Context: an optimization exercise on an open-source flow, tuned for small area, a short achievable clock period and few clock cycles per item. The choices shown serve that exercise and are no tape-out recipe. Only simulation tests tie the RTL to the original design; equivalence was not proved.

== v6 ==
Design ccu, start of the top module:
module ccu (
    input  wire        clk,
    input  wire        rst,
    input  wire        in_valid,
    output wire        in_ready,
    input  wire [7:0]  in_op,
    input  wire [31:0] in_cmask_r,
    input  wire [31:0] in_cmask_g,
    input  wire [31:0] in_cmask_b,
    input  wire [31:0] in_cmask_a,
    input  wire [31:0] in_cdepth,
    input  wire [7:0]  in_ctotal,
    input  wire [31:0] in_raw,
    input  wire [31:0] in_comp_r,
    input  wire [31:0] in_comp_g,
    input  wire [31:0] in_comp_b,
    input  wire [31:0] in_comp_a,
    input  wire [63:0] in_bytes,
    output wire        out_valid,
    input  wire        out_ready,
    output wire [3:0]  out_err,
    output wire [2:0]  out_errinfo,
    output wire [31:0] out_raw,
    output wire [31:0] out_rgba,
    output wire [63:0] out_bytes
);
Size in the first run: roughly 3400 cells after synthesis, ~67 flip-flops, ~540 I/O pins, roughly 21000 um^2 of cells after synthesis.
==> flow/config.mk <==
export PLATFORM = sky130hd
export DESIGN_NAME = ccu
export DESIGN_NICKNAME = ccu
export VERILOG_FILES = /design/flow/design.v
export SDC_FILE = /design/flow/constraint.sdc
export NUM_CORES = 4
export LEC_CHECK = 0
export CAP_MARGIN = 20
export CORE_MARGIN = 2
export CORE_UTILIZATION = 45
export PLACE_DENSITY = 0.65
export SETUP_SLACK_MARGIN = 4
export SLEW_MARGIN = 20
==> flow/constraint.sdc <==
create_clock -name core_clock -period 12.0 [get_ports {clk}]
set_input_delay 2.4000 -clock core_clock [delete_from_list [all_inputs] [get_ports {clk}]]
set_output_delay 2.4000 -clock core_clock [all_outputs]
set_load 0.01 [all_outputs]
standard.sh (not shown) runs the stock make flow with config.mk's settings and CLKGATE_MAP_FILE= SYNTH_SCRIPT=/design/flow/synth_recipe.tcl, a recipe that flattens the netlist after the stock synthesis.
==> flow/flow/run.sh <==
#!/bin/bash
# Layout flow: the standard flow (standard.sh) with two changes:
#  - synthesis maps the logic with flow/abc.script (an area-recovering ABC
#    script) instead of ORFS's buffering speed script; everything else in the
#    synthesis, registers and their names included, is unchanged;
#  - the port buffers that ORFS inserts on every input and output are
#    sky130_fd_sc_hd__buf_2 rather than the default delay buffer.
# Each tool's log is kept in orfs/logs/; this script's own output in flow_run.log.
set -euo pipefail
W=$PWD
exec > >(tee -a "$W/flow_run.log") 2>&1

sed 's|^  log_cmd abc {\*}\$abc_args$|  log_cmd abc {*}[lreplace $abc_args 1 1 '"$W"'/flow/abc.script]|' \
    "$FLOW_HOME/scripts/synth.tcl" > "$W/synth_abc.tcl"
grep -q "flow/abc.script" "$W/synth_abc.tcl" || { echo "abc line not found in synth.tcl"; exit 1; }
sed 's|source \$::env(SCRIPTS_DIR)/synth.tcl|source '"$W"'/synth_abc.tcl|' \
    "$W/synth_recipe.tcl" > "$W/synth_recipe_abc.tcl"
grep -q "synth_abc.tcl" "$W/synth_recipe_abc.tcl" || { echo "source line not found in synth_recipe.tcl"; exit 1; }

bash "$W/standard.sh" \
    "SYNTH_SCRIPT=$W/synth_recipe_abc.tcl" \
    "BUFFER_PORTS_ARGS=-buffer_cell sky130_fd_sc_hd__buf_2" \
    finish
test -s "$W/out/final.def"
==> flow/flow/abc.script <==
strash
&get -n
&fraig -x
&put
scorr
dc2
strash
dch
&get -n
&syn2
&dch -f
&nf -R 2000 -F 20 -A 20
&st
&syn2
&dch -f
&nf -R 2000 -F 20 -A 20
&st
&syn2
&dch -f
&nf -R 2000 -F 20 -A 20
&put
Testbench counts of v6, summed over its fixed seeds: cycles 12,008, items 12,000.
What v7 does differently from v6 at the input level:
# v6
export LEC_CHECK = 0
export CAP_MARGIN = 20
export CORE_MARGIN = 2
export CORE_UTILIZATION = 45
export PLACE_DENSITY = 0.65
export SETUP_SLACK_MARGIN = 4
export SLEW_MARGIN = 20
create_clock -name core_clock -period 12.0 [get_ports {clk}]
# v7
export LEC_CHECK = 0
export CAP_MARGIN = 20
export CORE_MARGIN = 2
export CORE_UTILIZATION = 50
export PLACE_DENSITY = 0.7
export SETUP_SLACK_MARGIN = 4
export SLEW_MARGIN = 20
create_clock -name core_clock -period 12.0 [get_ports {clk}]
-- flow/flow/run.sh --
<<< v6, line 7
#    sky130_fd_sc_hd__buf_2 rather than the default delay buffer.
>>> v7, line 7
#    sky130_fd_sc_hd__buf_1 rather than the default delay buffer.
<<< v6, line 22
    "BUFFER_PORTS_ARGS=-buffer_cell sky130_fd_sc_hd__buf_2" \
>>> v7, line 22
    "BUFFER_PORTS_ARGS=-buffer_cell sky130_fd_sc_hd__buf_1" \
--- outcome ---
To summarise v7: no stage aborted, but the layout did not pass its checks, failing on capacitance limit, slew limit. Cmp v7 vs v6: synthesis-to-layout area growth lower in v7. v6 → v7: depth of the most critical reg-to-reg path rose 1, least setup slack across all paths after layout now sits lower.

## separate check: timing with driven ports
In the flow no input, the clock included, has a driving cell. The finished layouts below were timed again as built, in two steps. Step 1: set_driving_cell puts a clkbuf_16 on clk and a buf_2 on each other input, an assumption about the parent block. Step 2 times the ports against the registers' clock, not the clock port: input delays grow and output delays shrink by t, the midpoint of the rising clock arrivals with the driver on. a / b / c = no drivers / after step 1 / after step 2; a / b = the first two.
run	t (ns)	slack for setup (ns)	worst setup path at the end	latest minus earliest clock arrival (ns)	worst data-port slew with drivers (ns)
v6	0.402	4.007 / 4.034 / 3.632	input to register	0.009 / 0.010	0.10
v7	0.451	3.944 / 3.988 / 3.537	input to register	0.026 / 0.026	0.08
The setup slack of v7, which loses most, moves by +0.044 ns with the drivers and by -0.407 ns with both steps.
